Source: an optimization exercise on an open RTL-to-GDS flow (aim: small area and a short achievable clock period). Production flows keep margins and buffers that such runs may drop.
In this exercise RTL edits were held to simulation tests only and were not proved equivalent to the original.

**flow/run.sh**
```bash
#!/bin/bash
# The standard layout (the standard.sh: standard synthesis, floorplan,
# placement, CTS, routing), except that the port buffers are buf_2 cells
# instead of the default clkdlybuf4s50_1 delay cells, and the resizer's
# setup repair aims for 22.8 ns of slack at the 40 ns clock (a 17.2 ns
# period) instead of 0, so it also sizes up the paths that set the
# achieved period.
set -euo pipefail
export BUFFER_PORTS_ARGS="-buffer_cell sky130_fd_sc_hd__buf_2"
export SETUP_SLACK_MARGIN=22.8
bash standard.sh finish > standard.log 2>&1
```
**standard.sh**
```bash
#!/bin/bash
# synth_recipe.tcl (not shown) runs the flow's synth.tcl, then flattens the netlist and writes it again
# the make line also repeats each setting of config.mk as NAME=value (left out here)
make -C /OpenROAD-flow-scripts/flow DESIGN_CONFIG=/design/flow/config.mk WORK_HOME=/design/flow/orfs CLKGATE_MAP_FILE= SYNTH_SCRIPT=/design/flow/synth_recipe.tcl "${@:-finish}"
```
**config.mk**
```make
export PLATFORM = sky130hd
export DESIGN_NAME = nectx
export DESIGN_NICKNAME = nectx
export VERILOG_FILES = /design/flow/design.v
export SDC_FILE = /design/flow/constraint.sdc
export NUM_CORES = 4
export LEC_CHECK = 0
export ABC_AREA = 1
export CAP_MARGIN = 20
export CORE_MARGIN = 2
export CORE_UTILIZATION = 40
export SLEW_MARGIN = 20
```
**constraint.sdc**
```tcl
create_clock -name core_clock -period 40.0 [get_ports {clk}]
set_input_delay 8.0000 -clock core_clock [delete_from_list [all_inputs] [get_ports {clk}]]
set_output_delay 8.0000 -clock core_clock [all_outputs]
set_load 0.01 [all_outputs]
```
**design.v**
```verilog
module nectx (
    input             clk,
    input             rst,
    input      [31:0] top,
    input             host_we,
    input      [2:0]  host_addr,
    input      [31:0] host_wdata,
    output reg [31:0] host_rdata,
    output     [31:0] carrier
);
    localparam [6:0] DUTY_DEFAULT = 7'd33;
    localparam [3:0] PH_IDLE           = 4'd0;
    localparam [3:0] PH_LEAD_MARK      = 4'd1;
    localparam [3:0] PH_LEAD_SPACE     = 4'd2;
    localparam [3:0] PH_BIT_MARK       = 4'd3;
    localparam [3:0] PH_BIT_SPACE      = 4'd4;
    localparam [3:0] PH_TRAIL_MARK     = 4'd5;
    localparam [3:0] PH_RPT_LEAD_MARK  = 4'd6;
    localparam [3:0] PH_RPT_SPACE      = 4'd7;
    localparam [3:0] PH_RPT_TRAIL_MARK = 4'd8;
    localparam [1:0] RPT_IDLE      = 2'd0;
    localparam [1:0] RPT_REPEATING = 2'd1;
    localparam [1:0] RPT_STOPPING  = 2'd2;
    localparam [7:0] OP_DECODE_RAW        = 8'h01;
    localparam [7:0] OP_ENCODE_RAW        = 8'h02;
    localparam [7:0] OP_SEND_BYTES        = 8'h03;
    localparam [7:0] OP_SEND_REPEAT_FRAME = 8'h04;
    localparam [7:0] OP_SEND              = 8'h05;
    localparam [7:0] OP_SEND_RAW          = 8'h06;
    localparam [7:0] OP_STOP_REPEAT       = 8'h07;
    localparam [7:0] OP_CONFIGURE         = 8'h08;
    reg [31:0] cmd_arg_reg;      
    reg [7:0]  cmd_op;
    reg [6:0]  r_dur;            
    reg        r_code_v;         
    reg [23:0] r_code;           
    reg [24:0] r_decode;
    reg [3:0]  seq_phase;
    reg [4:0]  bit_idx;
    reg        seq_owner;
    reg        ill;
    reg        ovr;
    reg        busy;
    reg [1:0]  rpt_state;
    reg [6:0]  duty;
    reg [10:0] t;                
    reg [1:0]  units;            
    reg [6:0]  md;               
    reg [32:0] div_a;            
    reg [38:0] w;                
    function [5:0] dstep;
        input [4:0] r;
        input       b;
        begin
            dstep[5] = (r[4]) | (r[3] & r[2] & r[0]) | (r[3] & r[2] & r[1]) | (r[3] & r[2] & b);
            dstep[4] = (r[3] & ~r[2]) | (r[4] & r[2] & r[0]) | (r[4] & r[2] & b) | (r[4] & r[2] & r[1]) | (r[3] & ~r[1] & ~r[0] & ~b);
            dstep[3] = (~r[4] & ~r[3] & r[2]) | (r[4] & ~r[2] & b) | (r[4] & ~r[2] & r[1]) | (r[2] & ~r[1] & ~r[0] & ~b) | (r[4] & ~r[2] & r[0]);
            dstep[2] = (r[1] & r[0]) | (r[1] & b) | (r[4] & ~r[1] & ~r[0] & ~b) | (~r[4] & ~r[2] & r[1]) | (~r[4] & ~r[3] & r[1]);
            dstep[1] = (r[0] & b) | (r[4] & ~r[0] & ~b) | (~r[4] & ~r[3] & r[0]) | (r[3] & ~r[2] & r[0]) | (r[3] & r[2] & r[1] & ~r[0] & ~b);
            dstep[0] = (r[4] & ~b) | (~r[4] & ~r[2] & b) | (~r[4] & ~r[3] & b) | (r[3] & r[2] & r[0] & ~b) | (r[3] & r[2] & r[1] & ~b);
        end
    endfunction
    localparam integer NB = 20;
    function [NB + 4:0] dblock;  
        input [4:0]    r0;
        input [NB-1:0] bits;
        reg   [4:0]    r;
        reg   [5:0]    st;
        integer        k;
        begin
            r = r0;
            for (k = 0; k < NB; k = k + 1) begin
                st = dstep(r, bits[NB - 1 - k]);
                dblock[NB + 4 - k] = st[5];
                r = st[4:0];
            end
            dblock[4:0] = r;
        end
    endfunction
    wire [4:0]      blk_r   = rst ? {1'b0, top[31:28]} : div_a[12:8];
    wire [NB-1:0]   blk_in  = rst ? top[27:8] : {div_a[7:0], 12'd0};
    wire [NB + 4:0] blk_out = dblock(blk_r, blk_in);
    always @(posedge clk) begin
        if (rst) div_a <= {blk_out, top[7:0]};
        w <= {div_a[32:13], blk_out[NB + 4 -: 19]};
    end
    wire [9:0] md_ext = {2'b00, md, 1'b0};
    reg  [39:0] bth [0:3];       
    reg  [3:0]  bneg;
    reg         b_one, b_two;
    integer     j;
    always @(*) begin
        for (j = 0; j < 4; j = j + 1) begin
            b_one   = md_ext[2*j+1] ^ md_ext[2*j];
            b_two   = (md_ext[2*j+2] & ~md_ext[2*j+1] & ~md_ext[2*j]) |
                      (~md_ext[2*j+2] & md_ext[2*j+1] & md_ext[2*j]);
            bneg[j] = md_ext[2*j+2];
            bth[j]  = (({40{b_one}} & {1'b0, w}) | ({40{b_two}} & {w, 1'b0})) ^ {40{bneg[j]}};
        end
    end
    wire [47:0] row0 = {6'b0, ~bneg[0], bneg[0], bneg[0], bth[0]};
    wire [47:0] row1 = {5'b0, 1'b1, ~bneg[1], bth[1], 1'b0, bneg[0]};
    wire [47:0] row2 = {3'b0, 1'b1, ~bneg[2], bth[2], 1'b0, bneg[1], 2'b0};
    wire [47:0] row3 = {2'b0, 1'b1, bth[3], 1'b0, bneg[2], 4'b0};
    wire [47:0] row4 = {41'b0, md};
    function [95:0] csa;         
        input [47:0] x, y, z;
        begin
            csa[47:0]  = x ^ y ^ z;
            csa[95:48] = {(x[46:0] & y[46:0]) | (x[46:0] & z[46:0]) | (y[46:0] & z[46:0]), 1'b0};
        end
    endfunction
    wire [95:0] cs1 = csa(row0, row1, row2);
    wire [95:0] cs2 = csa(cs1[47:0], cs1[95:48], row3);
    wire [95:0] cs3 = csa(cs2[47:0], cs2[95:48], row4);
    wire [47:0] sx = cs3[47:0];
    wire [47:0] sy = cs3[95:48];
    reg  [47:0] prod;
    reg  [16:0] blk0, blk1;
    reg         cy;
    integer     bk;
    always @(*) begin
        cy = 1'b0;
        prod = 48'd0;
        for (bk = 0; bk < 48; bk = bk + 16) begin
            blk0 = {1'b0, sx[bk +: 16]} + {1'b0, sy[bk +: 16]};
            blk1 = {1'b0, sx[bk +: 16]} + {1'b0, sy[bk +: 16]} + 17'd1;
            prod[bk +: 16] = cy ? blk1[15:0] : blk0[15:0];
            cy = cy ? blk1[16] : blk0[16];
        end
    end
    assign carrier = prod[44:13];
    wire mark_nz = (|md && |w[38:13]) || |prod[19:13];
    always @(*) begin
        case (host_addr)
            3'd0:    host_rdata = cmd_arg_reg;
            3'd1:    host_rdata = {24'd0, cmd_op};
            3'd2:    host_rdata = {16'd0, bit_idx, seq_phase, seq_owner, ovr, ill,
                                   mark_nz, rpt_state, busy};
            3'd3:    host_rdata = {21'd0, r_dur, |r_dur, 3'd0};
            3'd4:    host_rdata = {r_code_v ? ~r_code[23:16] : 8'd0, r_code};
            3'd5:    host_rdata = {7'd0, r_decode};
            3'd6:    host_rdata = {25'd0, duty};
            default: host_rdata = 32'd0;
        endcase
    end
    wire [31:0] a     = cmd_arg_reg;
    wire [7:0]  op    = host_wdata[7:0];
    wire        wr0   = host_we && (host_addr == 3'd0);
    wire        wr1   = host_we && (host_addr == 3'd1);
    wire        wr2   = host_we && (host_addr == 3'd2);
    wire        issue = wr1 && !busy;
    wire a_z     = (a == 32'd0);
    wire a_hi8z  = (a[31:24] == 8'd0);
    wire a_hi7z  = (a[31:25] == 7'd0);
    wire a_hi24z = (a[31:8] == 24'd0);
    wire dec_valid = (a[23:16] == ~a[31:24]);
    reg legal;
    always @(*) begin
        case (op)
            OP_DECODE_RAW, OP_SEND_BYTES, OP_SEND_RAW: legal = 1'b1;
            OP_ENCODE_RAW:                        legal = a_hi8z;
            OP_SEND_REPEAT_FRAME, OP_STOP_REPEAT: legal = a_z;
            OP_SEND:                              legal = a_hi7z;
            OP_CONFIGURE:                         legal = a_hi24z;
            default:                              legal = 1'b0;
        endcase
    end
    wire join_issue = issue && legal &&
                      (op == OP_SEND_BYTES || op == OP_SEND_REPEAT_FRAME ||
                       op == OP_SEND || op == OP_STOP_REPEAT ||
                       (op == OP_SEND_RAW && dec_valid));
    wire raw_inval  = issue && (op == OP_SEND_RAW) && !dec_valid;
    wire cfg_now    = issue && (op == OP_CONFIGURE) && a_hi24z;
    wire [6:0] cfg_val = (a[7:0] >= 8'd1 && a[7:0] <= 8'd100) ? a[6:0] : DUTY_DEFAULT;
    wire [6:0] n_d     = cfg_now ? cfg_val : duty;       
    wire [7:0] n_op    = issue ? op : cmd_op;
    wire [15:0] dec_addr = (a[15:8] == ~a[7:0]) ? {8'd0, a[7:0]} : a[15:0];
    wire [7:0]  enc_high = (a[15:8] == 8'd0) ? ~a[7:0] : a[15:8];
    wire        is_bytes = ~cmd_op[2];
    wire [7:0]  f_mid    = (!is_bytes && a[15:8] == 8'd0) ? ~a[7:0] : a[15:8];
    wire [7:0]  f_hi     = is_bytes ? a[31:24] : ~a[23:16];
    wire [31:0] frame    = {f_hi, a[23:16], f_mid, a[7:0]};
    wire        fbit     = frame[bit_idx];
    wire active = (seq_phase != PH_IDLE);
    wire bnd    = (t[2:0] == 3'd0);
    reg  ivl_end;
    always @(*) begin
        case (seq_phase)
            PH_LEAD_MARK, PH_RPT_LEAD_MARK: ivl_end = t[7];            
            PH_LEAD_SPACE:                  ivl_end = t[7] & t[6];     
            PH_BIT_MARK, PH_TRAIL_MARK:     ivl_end = bnd;
            PH_BIT_SPACE:                   ivl_end = bnd && (units == 2'd0);
            PH_RPT_SPACE:                   ivl_end = t[5];            
            PH_RPT_TRAIL_MARK:              ivl_end = t[3];            
            default:                        ivl_end = 1'b0;
        endcase
    end
    wire frame_end = ivl_end && (seq_phase == PH_TRAIL_MARK || seq_phase == PH_RPT_TRAIL_MARK);
    wire fg_end    = frame_end && !seq_owner;
    wire bg_busy   = seq_owner && active && !frame_end;
    wire start_rpt = fg_end && (cmd_op == OP_SEND) && a[24];
    reg [1:0] rpt1;
    always @(*) begin
        rpt1 = rpt_state;
        if (join_issue && rpt_state == RPT_REPEATING) rpt1 = RPT_STOPPING;
        if (start_rpt)                                rpt1 = RPT_REPEATING;
        if (rpt1 == RPT_STOPPING && !bg_busy)         rpt1 = RPT_IDLE;
    end
    wire joining   = join_issue || (busy && rpt_state == RPT_STOPPING);
    wire join_done = joining && (rpt1 == RPT_IDLE);
    wire fg_start  = join_done && (n_op != OP_STOP_REPEAT);
    wire fire      = (rpt1 == RPT_REPEATING) && !active && t[10] && t[9] && t[4] && t[3] && t[2];
    reg [3:0] n_phase;
    reg [4:0] n_bit;
    reg [1:0] n_units;
    reg [6:0] n_md;
    reg [10:0] n_t;
    reg       n_owner;
    always @(*) begin
        n_phase = seq_phase;
        n_bit   = bit_idx;
        n_units = units;
        n_md    = md;
        n_t     = t + 11'd1;
        n_owner = seq_owner;
        if (ivl_end) begin
            case (seq_phase)
                PH_LEAD_MARK:     begin n_phase = PH_LEAD_SPACE; n_md = 7'd0; end
                PH_LEAD_SPACE:    begin n_phase = PH_BIT_MARK;   n_md = n_d;  end
                PH_BIT_MARK:      begin n_phase = PH_BIT_SPACE;  n_md = 7'd0;
                                        n_units = fbit ? 2'd2 : 2'd0; end
                PH_BIT_SPACE: begin
                    n_md = n_d;
                    if (bit_idx != 5'd31) begin n_phase = PH_BIT_MARK; n_bit = bit_idx + 5'd1; end
                    else                        n_phase = PH_TRAIL_MARK;
                end
                PH_RPT_LEAD_MARK: begin n_phase = PH_RPT_SPACE;      n_md = 7'd0; end
                PH_RPT_SPACE:     begin n_phase = PH_RPT_TRAIL_MARK; n_md = n_d;  end
                default:          begin n_phase = PH_IDLE;           n_md = 7'd0; end
            endcase
        end else if (seq_phase == PH_BIT_SPACE && bnd) begin
            n_units = units - 2'd1;
        end
        if (fg_start) begin
            n_owner = 1'b0;
            n_phase = (n_op == OP_SEND_REPEAT_FRAME) ? PH_RPT_LEAD_MARK : PH_LEAD_MARK;
            n_bit   = 5'd0;
            n_md    = n_d;
            n_t     = 11'd1;
        end
        if (fire) begin
            n_owner = 1'b1;
            n_phase = PH_RPT_LEAD_MARK;
            n_bit   = 5'd0;
            n_md    = n_d;
            n_t     = 11'd1;
        end
    end
    always @(posedge clk) begin
        t     <= n_t;
        units <= n_units;
    end
    always @(posedge clk) begin
        if (rst) begin
            cmd_arg_reg <= 32'd0;
            cmd_op      <= 8'd0;
            r_dur       <= 7'd0;
            r_code_v    <= 1'b0;
            r_code      <= 24'd0;
            r_decode    <= 25'd0;
            seq_phase   <= PH_IDLE;
            bit_idx     <= 5'd0;
            seq_owner   <= 1'b0;
            ill         <= 1'b0;
            ovr         <= 1'b0;
            busy        <= 1'b0;
            rpt_state   <= RPT_IDLE;
            duty        <= DUTY_DEFAULT;
            md          <= 7'd0;
        end else begin
            if (wr0 && !busy) cmd_arg_reg <= host_wdata;
            if ((wr0 || wr1) && busy) ovr <= 1'b1;
            else if (wr2)             ovr <= ovr & ~host_wdata[5];
            if (issue && !legal) ill <= 1'b1;
            else if (wr2)        ill <= ill & ~host_wdata[4];
            if (issue) cmd_op <= op;
            if (issue && op == OP_DECODE_RAW)
                r_decode <= {dec_valid, a[23:16], dec_addr};
            if (issue && op == OP_ENCODE_RAW && a_hi8z) begin
                r_code_v <= 1'b1;
                r_code   <= {a[23:16], enc_high, a[7:0]};
            end
            if (cfg_now) duty <= cfg_val;
            if (raw_inval)   r_dur <= 7'd0;
            else if (fg_end) r_dur <= t[10:4];
            busy      <= (busy || join_issue) && !fg_end && !(join_done && n_op == OP_STOP_REPEAT);
            rpt_state <= rpt1;
            seq_phase <= n_phase;
            bit_idx   <= n_bit;
            seq_owner <= n_owner;
            md        <= n_md;
        end
    end
endmodule
```
==> flow_summary_export.csv, run 1 <==
group,metric,value,unit
sta,worst_pin_slew,0.8696,ns
clocking,cts_buffer_depth,3,
placed_design,place_hpwl,42400,um
synth,synth_nets,3202,
setup_path,cp_max_fo,5,
route,drc,0,
sta,slew_headroom,41.64,%
route,routed_via_density,5.378,
synth,yosysUniqueCellTypes,59,
grt,gr-total-overflow,0,
clocking,htree_levels,1,
setup_path,crit_required,32.00,ns
clocking,clock-sinks,211,
sta,setup_viol,0,
synth,ys_seq_area_share,22.53,%
synth,synth_edf_count,35,
clocking,cts_tree,"yes",
sta,rsz0062_at_grt,"yes",
grt,grt_max_degree,86,
route,dr_total_vias,20382,
synth,synth_area,20300,um^2
sta,tns,0,ns
synth,ys_warn_count,2,
synth,synth_top_area_share,17.35,%
status,outcome,"complete, no violations",
grt,track_usage,21.32,%
synth,yosysTopAreaCell,"dfxtp_1",
grt,antenna_found_initial,1,
die,rows,82,
min_path,hold_class,"reg -> reg",
synth,synth_commonest_cells,"nand2_1 (615), inv_1 (412), nand3_1 (189), nor2_1 (186), dfxtp_1 (176)",
sta,hold_viol_final,0,
setup_path,arrival,9.25,ns
finish,largest_register_ffs,39,
die,pin_count,134,
clocking,cts_root_buffer,"clkbuf_16",
synth,ys_seq_elements,211,
clocking,hold_buffers,0,
finish,drive_gt1_share,19.73,%
sta,fin_worst_skew,0.01784,ns
sta,max_freq,57.97,MHz
clocking,insertion_delay,0.56,ns
setup_path,max_stage_delay,0.27,ns
setup_path,end_kind,"output port",
synth,synthArstFlopShare,0,%
placed_design,place.port_buffers,133,
setup_path,slowest_stage,"nor3_4",
synth,synth_most_common_cell,"nand2_1",
sta,period_share,43.13,%
die,start_util,40.47,%
clocking,clkTransAtPathRegs,0.06,ns
route,routedWlPerCell,16.02,um
synth,synthFlopType,"dfxtp_1",
grt,grt_pass1_vias,19225,
synth,syn_inst,2954,
finish,utilization,47.99,%
setup_path,worst-path-buf-inv,5,
finish,fillers,4999,
die,coreArea,50170,um^2
die,die-area,52580,um^2
route,drtIter0Drc,1514,
finish,area_growth,18.59,%
route,drt_pass1_iterations,7,
synth,avgSynthCellArea,6.873,um^2
setup_path,cp_top_family,"buffers and inverters",
setup_path,cp_cell_sequence,"buf_12 -> clkinvlp_4 -> nor3_4 -> buf_6 -> clkbuf_16 -> a221oi_4 -> o2111ai_2 -> buf_2",
sta,slew_violations,0,
clocking,cts_buffers,25,
placed_design,routabilityCongestion,0.8788,
finish,fin_nets,3346,
sta,min_period,17.25,ns
synth,synth.top_cells.by_area,"dfxtp_1 (17%), nand2_1 (11%), fa_1 (8.3%)",
die,fp.dieW,229.3,um
route,totalWireLength,60720,um
setup_path,crit_path_start_kind,"input pin",
setup_path,critical_path_class,"in -> out",
route,final_antenna_net_count,0,
run,max-cap-violations,0,
grt,grt_first_pass_wirelength,94450,um
die,die_h,229.3,um
layout by cell type (no fill, tap or decap), drive strengths merged, types with 2 or more instances in the layout:
| cell | synthesis | final |
|---|---|---|
| a211oi | 17 | 17 |
| a21boi | 10 | 10 |
| a21o | 3 | 3 |
| a21oi | 170 | 170 |
| a221oi | 16 | 16 |
| a31oi | 3 | 3 |
| and2 | 2 | 2 |
| buf | 19 | 204 |
| bufinv | 0 | 5 |
| clkbuf | 79 | 34 |
| clkinv | 26 | 34 |
| clkinvlp | 0 | 7 |
| dfxtp | 176 | 176 |
| edfxtp | 35 | 35 |
| fa | 84 | 84 |
| ha | 94 | 94 |
| inv | 456 | 458 |
| mux2i | 3 | 3 |
| nand2 | 724 | 725 |
| nand3 | 200 | 200 |
| nand3b | 10 | 10 |
| nand4 | 26 | 26 |
| nor2 | 211 | 211 |
| nor3 | 34 | 34 |
| nor3b | 3 | 3 |
| nor4 | 13 | 13 |
| o2111ai | 11 | 11 |
| o211ai | 14 | 14 |
| o21a | 7 | 7 |
| o21ai | 139 | 139 |
| o21bai | 9 | 9 |
| o221ai | 3 | 3 |
| o22ai | 161 | 161 |
| or2 | 5 | 5 |
| xnor2 | 22 | 22 |
| xor2 | 162 | 162 |
stage by stage:
stage,instances,worst slack [ns],area [um^2],hold WS (ns)
detailed placement,3679,21.89,21590,0.3269
finish,3790,22.75,24080,0.3368
global placement,3678,21.97,21560,0.3240
CTS,3748,22.78,22870,0.3351
global route,3790,22.64,24080,0.3441
floorplan,2954,22.82,20310,0.3233
final timing paths:
kind | from | end | slack [ns] | cells after the start
hold / removal | div_a[15] | w[21] | 0.34 | 0
setup / recovery | host_addr[2] | host_rdata[1] | 22.75 | 8
setup reg to reg | div_a[10] | div_a[9] | 30.80 | 88
hold reg to reg | div_a[15] | w[21] | 0.34 | 0
metal layers:
metal	routed length [um]	up-vias	part of all wire [%]	track usage [%]
met2	27920	662	46	35.07
met3	4288	114	7.1	3.262
li1	-	9977	-	-
met5	0	-	0	0
met1	27080	9629	45	29.03
met4	1428	0	2.4	5.864
logic make-up after synthesis:
kind of cell               count (synthesis)  synth area share [%]
DFF                                      211                 22.53
buffers and inverters                    580                 11.02
and+or+nand+nor                         1229                 27.58
muxes                                      3                0.1479
AOI/OAI and AO/OA                        569                 16.71
xor gates and xnor gates                 184                 7.937
adders and majority gates                178                 14.08
cell type report:
cell class,count,area (um^2),share of cell area [%]
clock buffers,28,666.9,2.770
flip-flops and latches,211,4577,19.01
multi-input cells,2164,14300,59.40
clock inverters,18,262.8,1.091
well taps,672,840.8,3.492
diodes,1,2.502,0.01039
repair inverters,4,41.29,0.1715
inverters,482,1859,7.722
repair buffers,210,1524,6.330
repair_timing:
action / 4_1_cts / 5_1_grt
cloned: 2 / 10
pin swaps: 6 / 63
setup buffers: 21 / 31
hold endpoints to repair: 0 / 0
setup endpoints to repair: 38 / 46
resized for setup: 36 / 200
==> run 2, diff against run 1 <==
--- a/design.v
+++ b/design.v
@@ -46,7 +46,7 @@
     reg [10:0] t;                
     reg [1:0]  units;            
     reg [6:0]  md;               
-    reg [32:0] div_a;            
+    reg [4:0]  div_r;            
     reg [38:0] w;                
     function [5:0] dstep;
         input [4:0] r;
@@ -77,12 +77,15 @@
             dblock[4:0] = r;
         end
     endfunction
-    wire [4:0]      blk_r   = rst ? {1'b0, top[31:28]} : div_a[12:8];
-    wire [NB-1:0]   blk_in  = rst ? top[27:8] : {div_a[7:0], 12'd0};
+    wire [4:0]      blk_r   = rst ? {1'b0, top[31:28]} : div_r;
+    wire [NB-1:0]   blk_in  = rst ? top[27:8] : {top[7:0], 12'd0};
     wire [NB + 4:0] blk_out = dblock(blk_r, blk_in);
     always @(posedge clk) begin
-        if (rst) div_a <= {blk_out, top[7:0]};
-        w <= {div_a[32:13], blk_out[NB + 4 -: 19]};
+        if (rst) begin
+            div_r     <= blk_out[4:0];
+            w[38:19]  <= blk_out[NB + 4 -: 20];
+        end
+        w[18:0] <= blk_out[NB + 4 -: 19];
     end
     wire [9:0] md_ext = {2'b00, md, 1'b0};
     reg  [39:0] bth [0:3];       
==> flow/run.sh (replaced) <==
#!/bin/bash
# The standard layout (the standard.sh: standard synthesis, floorplan,
# placement, CTS, routing), except that the port buffers are buf_2 cells
# instead of the default clkdlybuf4s50_1 delay cells, and the resizer's
# setup repair aims for 22.65 ns of slack at the 40 ns clock (a 17.35 ns
# period) instead of 0, so it also sizes up the paths that set the
# achieved period.
set -euo pipefail
export BUFFER_PORTS_ARGS="-buffer_cell sky130_fd_sc_hd__buf_2"
export SETUP_SLACK_MARGIN=22.65
bash standard.sh finish > standard.log 2>&1
--- a/config.mk
+++ b/config.mk
@@ -8,5 +8,5 @@
 export ABC_AREA = 1
 export CAP_MARGIN = 20
 export CORE_MARGIN = 2
-export CORE_UTILIZATION = 40
+export CORE_UTILIZATION = 55
 export SLEW_MARGIN = 20
==> flow_summary_export.csv, run 2 <==
group,metric,value,unit
synth,syn_inst,2871,
finish,area_growth,10.02,%
synth,synth_top_area_share,15.68,%
clocking,cts_tree,"yes",
sta,period_share,43.39,%
route,final_antenna_net_count,0,
placed_design,dp.cells,3387,
route,drt_pass1_iterations,22,
synth,synthAdderAreaFrac,14.34,%
sta,hold_viol_final,0,
synth,synth_xor_area_share,7.825,%
die,die_h,194.3,um
grt,antenna_found_initial,0,
route,drtIter0Drc,1624,
clocking,cts_root_buffer,"clkbuf_16",
setup_path,crit_required,32.00,ns
clocking,clkTransAtPathRegs,0.08,ns
synth,ys_warn_count,2,
placed_design,routabilityCongestion,0.9520,
setup_path,critical_path_class,"in -> out",
route,routedWlPerCell,16.59,um
sta,slew_headroom,47.36,%
die,coreArea,35660,um^2
setup_path,arrival,9.35,ns
sta,setup_viol,0,
synth,synth_top_family_by_area,"simple AND/OR/NAND/NOR gates",
setup_path,cp_max_fo,12,
clocking,hold_buffers,0,
synth,synth-compound-area-share,16.86,%
grt,gr-total-overflow,0,
clocking,cts_buffers,17,
finish,fin_nets,3212,
die,rows,69,
route,routed_via_density,5.713,
finish,fillers,3466,
clocking,clock-sinks,183,
clocking,insertion_delay,0.47,ns
sta,slew_violations,0,
sta,worst_pin_slew,0.7842,ns
die,fp.dieW,194.3,um
clocking,htree_levels,4,
finish,instances_no_fill,3438,
setup_path,crit_path_start_kind,"input pin",
placed_design,place.port_buffers,133,
grt,grt_max_degree,94,
synth,synth.top_cells.by_area,"dfxtp_1 (16%), nand2_1 (9.3%), fa_1 (8.4%)",
synth,synth_edf_count,27,
die,pin_count,134,
clocking,cts_buffer_depth,2,
die,start_util,55.88,%
finish,largest_register_ffs,39,
setup_path,end_kind,"output port",
sta,min_period,17.35,ns
route,totalWireLength,57020,um
die,die-area,37760,um^2
synth,ys_seq_elements,183,
sta,rsz0062_at_grt,"yes",
min_path,hold_class,"reg -> reg",
synth,synth_nets,3119,
synth,synth_area,19920,um^2
run,max-cap-violations,0,
synth,ys_seq_area_share,19.75,%
grt,grt_first_pass_wirelength,92680,um
synth,avgSynthCellArea,6.939,um^2
grt,grt_pass1_vias,18967,
finish,drive_gt1_share,18.11,%
synth,yosysTopAreaCell,"dfxtp_1",
sta,max_freq,57.62,MHz
synth,muxShareOfSynthArea,0.1005,%
finish,layout_common_cells,"nand2_1 (491), inv_1 (423), nand3_1 (171)",
status,outcome,"complete, no violations",
synth,synthFlopType,"dfxtp_1",
finish,final_common_cell,"nand2_1",
sta,fin_worst_skew,0.01879,ns
synth,synth_most_common_cell,"nand2_1",
synth,synth_commonest_cells,"nand2_1 (496), inv_1 (432), nand3_1 (173), xor2_1 (164), o22ai_1 (162)",
synth,synthArstFlopShare,0,%
finish,n_antenna_cell,0,
placed_design,place_hpwl,41940,um
grt,track_usage,29.59,%
sta,holdWs,0.4185,ns
sta,tns,0,ns
synth,yosysUniqueCellTypes,63,
route,drc,0,
route,dr_total_vias,19641,
synth,synthSimpleGateAreaFrac,29.84,%
finish,utilization,61.48,%
==> run 2: cell count changes after synthesis, moves of 12 or more <==
| cell | delta |
|---|---|
| nand3_1 | -16 |
| nand2_4 | +37 |
| a21oi_1 | -14 |
| o21ai_0 | +22 |
| nand3_2 | +18 |
| nand4_1 | +17 |
| inv_1 | +20 |
| inv_4 | +12 |
| dfxtp_1 | -20 |
| nand2_2 | +57 |
| nand2_1 | -119 |
| clkinv_1 | -22 |
| inv_2 | -24 |
| nor2_1 | -27 |
==> run 2: area by class of cell <==
class / instances / area [um^2] / share of cell area (%)
multi-input combinational: 2122 / 13960 / 63.67
clock inverter: 13 / 135.1 / 0.6165
inverter: 471 / 1853 / 8.454
timing repair inverter: 4 / 37.54 / 0.1712
sequential: 183 / 3935 / 17.95
timing repair buffer: 165 / 982.2 / 4.481
tap: 461 / 576.8 / 2.631
clock buffer: 19 / 442.9 / 2.021
==> run 2: kinds of logic (layout without fill, tap and decap cells) <==
logic type | Yosys count | count (layout)
adders and majority gates | 178 | 178
buffers and inverters | 567 | 672
muxes | 2 | 2
xor gates and xnor gates | 178 | 178
and+or+nand+nor | 1195 | 1196
DFF | 183 | 183
AOI/OAI and AO/OA | 568 | 568
==> run 2: path summary, 6_finish.rpt <==
kind                                   start             end  slack, ns  cells after the start
worst max-delay path            host_addr[2]  host_rdata[13]      22.65                      8
worst max register to register      div_r[1]        div_r[0]      31.06                     90
worst min-delay path                    t[0]            t[0]       0.42                      1
worst min register to register          t[0]            t[0]       0.42                      1
==> run 2: what timing repair did <==
action	4_1_cts	5_1_grt
cloned	2	6
gates resized for setup	12	54
setup buffers	2	9
pin swaps	0	8
setup endpoints to repair	32	35
==> run 2: critical path: stages <==
cell	delay, ns
buf_4	0.16
clkinvlp_4	0.25
nor3_4	0.23
buf_4	0.17
buf_8	0.16
nand2_1	0.07
o2111ai_1	0.11
buf_2	0.19
==> run 2: per-stage QoR <==
stage               setup slack [ns]  area (um^2)
finish                         22.65        21920
global route                   22.58        21920
CTS                            22.63        21550
detailed placement             22.08        20900
global placement               22.14        20890
floorplan                      22.92        19920
==> run 2: layer usage <==
layer / vias up / part of all wire, % / track usage [%]
li1: 9652 / - / -
met1: 9190 / 44 / 39.86
met2: 704 / 46 / 49.83
met3: 95 / 7.2 / 3.870
met4: 0 / 2.1 / 8.348
met5: - / 0 / 0
==> run 3, diff against run 2 <==
==> flow/run.sh (replaced) <==
#!/bin/bash
# The standard layout (the standard.sh: standard synthesis, floorplan,
# placement, CTS, routing), except that the port buffers are buf_2 cells
# instead of the default clkdlybuf4s50_1 delay cells, and the resizer's
# setup repair aims for 22.5 ns of slack at the 40 ns clock (a 17.5 ns
# period) instead of 0, so it also sizes up the paths that set the
# achieved period.
set -euo pipefail
export BUFFER_PORTS_ARGS="-buffer_cell sky130_fd_sc_hd__buf_2"
export SETUP_SLACK_MARGIN=22.5
bash standard.sh finish > standard.log 2>&1
==> flow_summary_export.csv, run 3 <==
group,metric,value,unit
die,start_util,55.88,%
synth,avgSynthCellArea,6.939,um^2
synth,ys_seq_area_share,19.75,%
die,die_h,194.3,um
sta,holdWs,0.4195,ns
synth,synth_top_area_share,15.68,%
synth,syn_inst,2871,
finish,fillers,3480,
route,dr_total_vias,19539,
route,totalWireLength,56440,um
route,routedWlPerCell,16.47,um
route,drtIter0Drc,1610,
finish,area_growth,8.880,%
setup_path,end_kind,"output port",
synth,synthSimpleGateAreaFrac,29.84,%
sta,period_share,43.80,%
status,outcome,"complete, no violations",
placed_design,pre_cts_ws,22.08,ns
synth,synthAdderAreaFrac,14.34,%
sta,slew_headroom,47.37,%
synth,synth_most_common_cell,"nand2_1",
clocking,clkTransAtPathRegs,0.08,ns
clocking,cts_buffers,17,
die,pin_count,134,
finish,final_common_cell,"nand2_1",
synth,synth_nets,3119,
clocking,cts_buffer_depth,2,
sta,timing.final.ws_setup,22.48,ns
placed_design,place_hpwl,41940,um
route,final_antenna_net_count,0,
sta,rsz0062_at_grt,"yes",
grt,grt_first_pass_wirelength,92750,um
grt,grt_max_degree,94,
synth,ys_warn_count,2,
synth,synth_top_family_by_area,"simple AND/OR/NAND/NOR gates",
placed_design,routabilityCongestion,0.9520,
finish,layout_common_cells,"nand2_1 (493), inv_1 (428), nand3_1 (172)",
sta,hold_viol_final,0,
grt,track_usage,29.59,%
synth,yosysUniqueCellTypes,63,
synth,synth_xor_area_share,7.825,%
min_path,hold_class,"reg -> reg",
synth,yosysTopAreaCell,"dfxtp_1",
grt,gr-total-overflow,0,
sta,setup_viol,0,
die,rows,69,
synth,synthFlopType,"dfxtp_1",
synth,synth_area,19920,um^2
finish,n_antenna_cell,0,
sta,slew_violations,0,
die,die-area,37760,um^2
finish,layout.area.seq,3935,um^2
synth,synth.top_cells.by_area,"dfxtp_1 (16%), nand2_1 (9.3%), fa_1 (8.4%)",
synth,synth-compound-area-share,16.86,%
synth,muxShareOfSynthArea,0.1005,%
sta,fin_worst_skew,0.01868,ns
sta,worst_pin_slew,0.7841,ns
setup_path,cp_max_fo,11,
synth,ys_seq_elements,183,
sta,max_freq,57.07,MHz
setup_path,arrival,9.52,ns
finish,utilization,60.84,%
die,coreArea,35660,um^2
synth,synth_edf_count,27,
clocking,cts_root_buffer,"clkbuf_16",
grt,antenna_found_initial,0,
run,max-cap-violations,0,
sta,min_period,17.52,ns
sta,tns,0,ns
grt,grt_pass1_vias,18932,
route,drt_pass1_iterations,20,
finish,largest_register_ffs,39,
placed_design,place.port_buffers,133,
finish,drive_gt1_share,17.26,%
die,fp.dieW,194.3,um
setup_path,crit_path_start_kind,"input pin",
route,drc,0,
synth,synthArstFlopShare,0,%
route,routed_via_density,5.701,
synth,synth_commonest_cells,"nand2_1 (496), inv_1 (432), nand3_1 (173), xor2_1 (164), o22ai_1 (162)",
finish,fin_nets,3201,
setup_path,critical_path_class,"in -> out",
clocking,insertion_delay,0.46,ns
clocking,cts_tree,"yes",
clocking,htree_levels,4,
clocking,clock-sinks,183,
finish,multi_input_area,13830,um^2
setup_path,crit_required,32.00,ns
## run 3: cell types whose count changed in the layout (fill, tap and decap cells not counted), moves of 3 or more
cell,previous run,this run
a221oi_1,7,11
clkinvlp_4,6,3
nand2_4,49,46
nor3_2,3,6
a221oi_2,5,1
inv_1,423,428
nor3_4,4,0
buf_2,129,132
inv_2,22,18
nor2_4,6,2
buf_4,29,20
## run 3: per-layer routing
layer  global-route usage, %  share of wire, %  routed length (um)
met1                   39.88                45               25320
met5                       0                 0                   0
met2                   50.03                47               26310
met3                   3.696               6.5                3670
met4                   8.148               2.0                1145
## run 3: kinds of logic (layout without fill, tap and decap cells)
family	count (synthesis)	in the layout
buffers and inverters	567	662
XOR/XNOR	178	178
multiplexers	2	2
flip-flops	183	183
AND/OR/NAND/NOR	1195	1195
AO/OA/AOI/OAI	568	568
adder cells (fa/ha/maj)	178	178
## run 3: worst max-delay path, stage by stage
cell and delay, ns:
buf_2 0.13, nor2_2 0.32, nand2_4 0.17, clkinvlp_2 0.45
nand2_1 0.09, o211ai_1 0.16, buf_2 0.19
## run 3: timing repair
action                     CTS  global route
setup buffers                2             0
setup endpoints to repair   32            32
pin swaps                    0             2
cloned                       2             4
hold buffers                 0             0
gates resized for setup      6            22
## run 3: stage by stage
step           cell area (um^2)  instances
2_1_floorplan             19920       2871
3_3_place_gp              20890       3387
3_5_place_dp              20900       3387
4_1_cts                   21520       3423
5_1_grt                   21690       3427
6_report                  21690       3427
## run 3: path summary, 6_finish.rpt
check          startpoint  depth (start not counted)  slack, ns        endpoint
max          host_addr[1]                          7      22.48  host_rdata[19]
min                  t[0]                          1       0.42            t[0]
max reg2reg      div_r[4]                         94      30.98        div_r[3]
min reg2reg          t[0]                          1       0.42            t[0]
## run 3: cell type report
cell class / instances / area share [%]
timing repair inverter: 4 / 0.1500
tap: 461 / 2.659
multi-input combinational: 2121 / 63.77
clock buffer: 19 / 2.042
sequential: 183 / 18.14
timing repair buffer: 155 / 4.095
inverter: 471 / 8.525
clock inverter: 13 / 0.6229
==> run 4, diff against run 3 <==
--- a/config.mk
+++ b/config.mk
@@ -8,5 +8,5 @@
 export ABC_AREA = 1
 export CAP_MARGIN = 20
 export CORE_MARGIN = 2
-export CORE_UTILIZATION = 55
+export CORE_UTILIZATION = 65
 export SLEW_MARGIN = 20
==> flow_summary_export.csv, run 4 <==
group,metric,value,unit
status,outcome,"complete, no violations",
placed_design,place.port_buffers,133,
die,rows,64,
synth,synthFlopType,"dfxtp_1",
finish,final_common_cell,"nand2_1",
die,start_util,65.65,%
sta,hold_viol_final,0,
setup_path,crit_path_start_kind,"input pin",
die,fp.dieW,179.1,um
grt,grt_max_degree,94,
placed_design,routabilityCongestion,0.9781,
die,coreArea,30350,um^2
clocking,cts_root_buffer,"clkbuf_16",
grt,track_usage,33.36,%
sta,slew_headroom,29.11,%
clocking,cts_buffers,17,
setup_path,arrival,9.43,ns
clocking,cts_tree,"yes",
sta,worst_pin_slew,1.062,ns
setup_path,critical_path_class,"in -> out",
clocking,insertion_delay,0.44,ns
clocking,clkTransAtPathRegs,0.07,ns
finish,layout_common_cells,"nand2_1 (493), inv_1 (429), nand3_1 (173)",
synth,synth_area,19920,um^2
route,drtIter0Drc,2103,
synth,synth_edf_count,27,
grt,gr-total-overflow,0,
placed_design,dp.cells,3323,
synth,synth_commonest_cells,"nand2_1 (496), inv_1 (432), nand3_1 (173), xor2_1 (164), o22ai_1 (162)",
sta,min_period,17.43,ns
sta,max_freq,57.37,MHz
finish,fillers,2648,
synth,synth.top_cells.by_area,"dfxtp_1 (16%), nand2_1 (9.3%), fa_1 (8.4%)",
route,dr_total_vias,19902,
finish,instances_no_fill,3362,
route,routedWlPerCell,16.22,um
clocking,htree_levels,4,
grt,grt_first_pass_wirelength,86750,um
sta,setup_viol,0,
route,drt_pass1_iterations,5,
sta,period_share,43.58,%
route,drc,0,
route,final_antenna_net_count,0,
finish,fin_nets,3201,
synth,ys_seq_elements,183,
finish,layout.area.seq,3935,um^2
die,pin_count,134,
finish,final_area,21500,um^2
setup_path,r2r_slack,31.01,ns
finish,utilization,70.84,%
route,routed_via_density,5.920,
synth,ys_seq_area_share,19.75,%
die,die-area,32070,um^2
finish,n_antenna_cell,0,
setup_path,cp_max_fo,6,
sta,rsz0062_at_grt,"no",
placed_design,place_hpwl,40470,um
setup_path,crit_required,32.00,ns
run,max-cap-violations,0,
synth,yosysUniqueCellTypes,63,
setup_path,end_kind,"output port",
synth,avgSynthCellArea,6.939,um^2
synth,syn_inst,2871,
synth,synthArstFlopShare,0,%
grt,grt_pass1_vias,18155,
finish,largest_register_ffs,39,
clocking,cts_buffer_depth,2,
placed_design,post_dp_cell_area,20820,um^2
clocking,hold_buffers,0,
sta,tns,0,ns
min_path,hold_class,"reg -> reg",
synth,synth_most_common_cell,"nand2_1",
synth,synth_top_area_share,15.68,%
synth,synth_nets,3119,
sta,slew_violations,0,
route,totalWireLength,54540,um
grt,antenna_found_initial,0,
sta,fin_worst_skew,0.01195,ns
clocking,clock-sinks,183,
finish,area_growth,7.907,%
finish,drive_gt1_share,17.03,%
finish,multi_input_area,13790,um^2
synth,ys_warn_count,2,
die,die_h,179.1,um
synth,yosysTopAreaCell,"dfxtp_1",
## run 4: layout make-up
class	instances	share of cell area, %
Sequential cell	183	18.30
Tap cell	396	2.305
Timing Repair Buffer	156	4.086
Multi-Input combinational cell	2121	64.13
Clock inverter	15	0.4831
Timing Repair inverter	3	0.1280
Clock buffer	17	1.979
Inverter	471	8.585
## run 4: per-stage QoR
step | setup WS (ns) | hold slack [ns]
6_report | 22.57 | 0.4199
5_1_grt | 22.50 | 0.4387
4_1_cts | 22.53 | 0.4196
3_5_place_dp | 22.34 | 0.4028
3_3_place_gp | 22.36 | 0.3981
2_1_floorplan | 22.92 | 0.3837
## run 4: kinds of logic after synthesis
kind of cell	synth area share [%]
AOI/OAI and AO/OA	16.86
xor gates and xnor gates	7.825
adders and majority gates	14.34
buffers and inverters	11.29
DFF	19.75
muxes	0.1005
and+or+nand+nor	29.84
## run 4: path summary, 6_finish.rpt
kind / from / endpoint / cells after the start
setup / recovery: host_addr[1] / host_rdata[2] / 8
hold / removal: t[0] / t[0] / 1
setup reg to reg: div_r[4] / div_r[1] / 90
hold reg to reg: t[0] / t[0] / 1
## run 4: what timing repair did
item,in CTS,in global routing
cloned,1,3
gates resized for setup,3,16
pin swaps,0,0
buffers inserted,3,0
endpoints found under the hold margin,0,0
endpoints found under the setup margin,13,17
## run 4: worst max-delay path, cell delays in order
cell        delay, ns
buf_2            0.13
nor2_1           0.09
nand2_2          0.19
clkinvlp_4       0.18
buf_4            0.18
a221oi_1         0.28
o221ai_1         0.20
buf_2            0.18
## run 4: per-layer routing
layer | global-route usage [%] | up-vias | wire length [um]
met3 | 6.234 | 123 | 5177
met1 | 45.54 | 9266 | 23350
li1 | - | 9634 | -
met5 | 0 | - | 0
met4 | 10.33 | 0 | 1440
met2 | 53.48 | 879 | 24570
==> run 5, diff against run 4 <==
==> flow/run.sh (replaced) <==
#!/bin/bash
# The standard layout (the standard.sh: standard synthesis, floorplan,
# placement, CTS, routing), except that the port buffers are buf_1 cells
# instead of the default clkdlybuf4s50_1 delay cells, and the resizer's
# setup repair aims for 22.5 ns of slack at the 40 ns clock (a 17.5 ns
# period) instead of 0, so it also sizes up the paths that set the
# achieved period.
set -euo pipefail
export BUFFER_PORTS_ARGS="-buffer_cell sky130_fd_sc_hd__buf_1"
export SETUP_SLACK_MARGIN=22.5
bash standard.sh finish > standard.log 2>&1
==> flow_summary_export.csv, run 5 <==
group,metric,value,unit
status,outcome,"complete, no violations",
grt,grt_first_pass_wirelength,87760,um
clocking,cts_buffers,17,
synth,ys_warn_count,2,
sta,max_freq,57.20,MHz
setup_path,crit_required,32.00,ns
clocking,clkTransAtPathRegs,0.07,ns
synth,synthArstFlopShare,0,%
synth,synth_edf_count,27,
finish,n_antenna_cell,0,
run,max-cap-violations,0,
setup_path,crit_path_start_kind,"input pin",
setup_path,arrival,9.48,ns
clocking,clock-sinks,183,
route,dr_total_vias,19922,
synth,synth_most_common_cell,"nand2_1",
sta,holdWs,0.4215,ns
synth,avgSynthCellArea,6.939,um^2
finish,final_common_cell,"nand2_1",
sta,tns,0,ns
synth,synth_nets,3119,
die,coreArea,30350,um^2
setup_path,r2r-start,"div_r[0]",
setup_path,cp_max_fo,5,
sta,hold_viol_final,0,
finish,drive_gt1_share,12.85,%
route,drt_pass1_iterations,6,
grt,gr-total-overflow,0,
min_path,whs_path_depth,1,
grt,antenna_found_initial,0,
sta,period_share,43.70,%
setup_path,cp-startpoint,"host_addr[1]",
die,die_h,179.1,um
clocking,hold_buffers,0,
setup_path,end_kind,"output port",
grt,track_usage,33.83,%
route,drtIter0Drc,2097,
finish,largest_register_ffs,39,
die,start_util,65.65,%
route,routedWlPerCell,16.38,um
finish,layout_common_cells,"nand2_1 (494), inv_1 (428), nand3_1 (173)",
finish,area_growth,7.838,%
placed_design,post_dp_cell_area,20640,um^2
synth,synth_top_area_share,15.68,%
sta,worst_pin_slew,0.8780,ns
die,pin_count,134,
sta,setup_viol,0,
synth,synth.top_cells.by_area,"dfxtp_1 (16%), nand2_1 (9.3%), fa_1 (8.4%)",
die,die-area,32070,um^2
route,totalWireLength,55080,um
synth,syn_inst,2871,
finish,multi_input_area,13820,um^2
die,rows,64,
finish,fillers,2642,
synth,yosysTopAreaCell,"dfxtp_1",
sta,fin_worst_skew,0.01554,ns
finish,fin_nets,3201,
clocking,cts_tree,"yes",
die,fp.dieW,179.1,um
grt,grt_pass1_vias,18122,
route,routed_via_density,5.926,
min_path,hold_path_startpoint,"t[0]",
route,drc,0,
synth,synth_commonest_cells,"nand2_1 (496), inv_1 (432), nand3_1 (173), xor2_1 (164), o22ai_1 (162)",
finish,final_area,21480,um^2
synth,ys_seq_elements,183,
sta,slew_violations,0,
route,final_antenna_net_count,0,
clocking,cts_buffer_depth,2,
sta,slew_headroom,41.47,%
placed_design,routabilityCongestion,0.9771,
setup_path,critical_path_class,"in -> out",
synth,yosysUniqueCellTypes,63,
setup_path,reg2regPathDepth,90,
min_path,hold_class,"reg -> reg",
placed_design,place_hpwl,40880,um
grt,grt_max_degree,94,
synth,synthFlopType,"dfxtp_1",
clocking,htree_levels,4,
sta,min_period,17.48,ns
synth,synth_area,19920,um^2
placed_design,place.port_buffers,133,
clocking,cts_root_buffer,"clkbuf_16",
synth,ys_seq_area_share,19.75,%
sta,rsz0062_at_grt,"yes",
clocking,insertion_delay,0.44,ns
finish,layout.area.seq,3935,um^2
## run 5: cell counts after synthesis
No cell type changed its count.
## run 5: final timing paths
kind | endpoint | slack, ns
max | host_rdata[10] | 22.52
min | t[0] | 0.42
max reg2reg | div_r[3] | 31.03
min reg2reg | t[0] | 0.42
## run 5: cell families after synthesis
| group | synth area share (%) |
|---|---|
| xor gates and xnor gates | 7.825 |
| adders and majority gates | 14.34 |
| buffers and inverters | 11.29 |
| AOI/OAI and AO/OA | 16.86 |
| muxes | 0.1005 |
| DFF | 19.75 |
| and+or+nand+nor | 29.84 |
## run 5: final cells by class
class	instances	share of cell area (%)
clock buffers	21	2.295
clock inverters	11	0.7163
inverters	471	8.590
multi-input cells	2121	64.34
flip-flops and latches	183	18.32
well taps	396	2.306
repair buffers	156	3.302
repair inverters	3	0.1398
## run 5: worst max-delay path, cell delays in order
cell	delay [ns]
clkbuf_2	0.15
inv_1	0.14
nor3_2	0.40
inv_1	0.25
nor2_1	0.19
a221oi_1	0.07
o211ai_1	0.11
buf_1	0.18
## run 5: metal layers
layer  share of wire, %  wire (um)  track usage [%]  up-vias
met5                  0          0           0.9615        -
met4                2.8       1549            10.57        0
met3                8.6       4760            5.768      144
met2                 46      25270            54.52      877
met1                 43      23500            46.19     9274
li1                   -          -                -     9627
## run 5: per-stage QoR
step	util (%)	std cells	worst slack [ns]
floorplan	-	2871	22.92
global placement	68.00	3321	22.08
detailed placement	68.00	3321	21.96
CTS	70.41	3358	22.46
global route	70.79	3362	22.48
finish	70.79	3362	22.52
## run 5: repair_timing
action | in CTS | in global routing
gates resized for setup | 12 | 17
pin swaps | 1 | 2
gates cloned | 1 | 2
setup buffers | 4 | 2
endpoints found under the setup margin | 32 | 43

==> port drivers added, routing unchanged <==
In the flow no input, the clock included, has a driving cell. The finished layouts below were timed again as built, in two steps.
Step 1 assumes that a clkbuf_16 drives the clock port and a buf_2 every other input.
Step 2, shift: input delay + t, output delay - t, t = (earliest + latest rising clock arrival at the registers) / 2. This alone moves slack from input paths to output paths.
Three values: no drivers, after step 1, after step 2; two values: the first two.
| run | shift t [ns] | slack for setup (ns) | worst data-port slew with drivers (ns) | pins driven straight from the clock port |
|---|---|---|---|---|
| run 1 | 0.595 | 22.749 / 22.684 / 22.684 | 0.20 | 1 |
| run 2 | 0.500 | 22.646 / 22.619 / 22.620 | 0.34 | 1 |
| run 3 | 0.500 | 22.479 / 22.458 / 22.458 | 0.34 | 1 |
| run 4 | 0.476 | 22.568 / 22.547 / 22.547 | 0.30 | 1 |
| run 5 | 0.484 | 22.518 / 22.495 / 22.495 | 0.07 | 1 |
After both steps setup and hold are still met in every run listed. The setup slack of run 1, which loses most, moves by -0.065 ns with the drivers and by -0.065 ns with both steps.
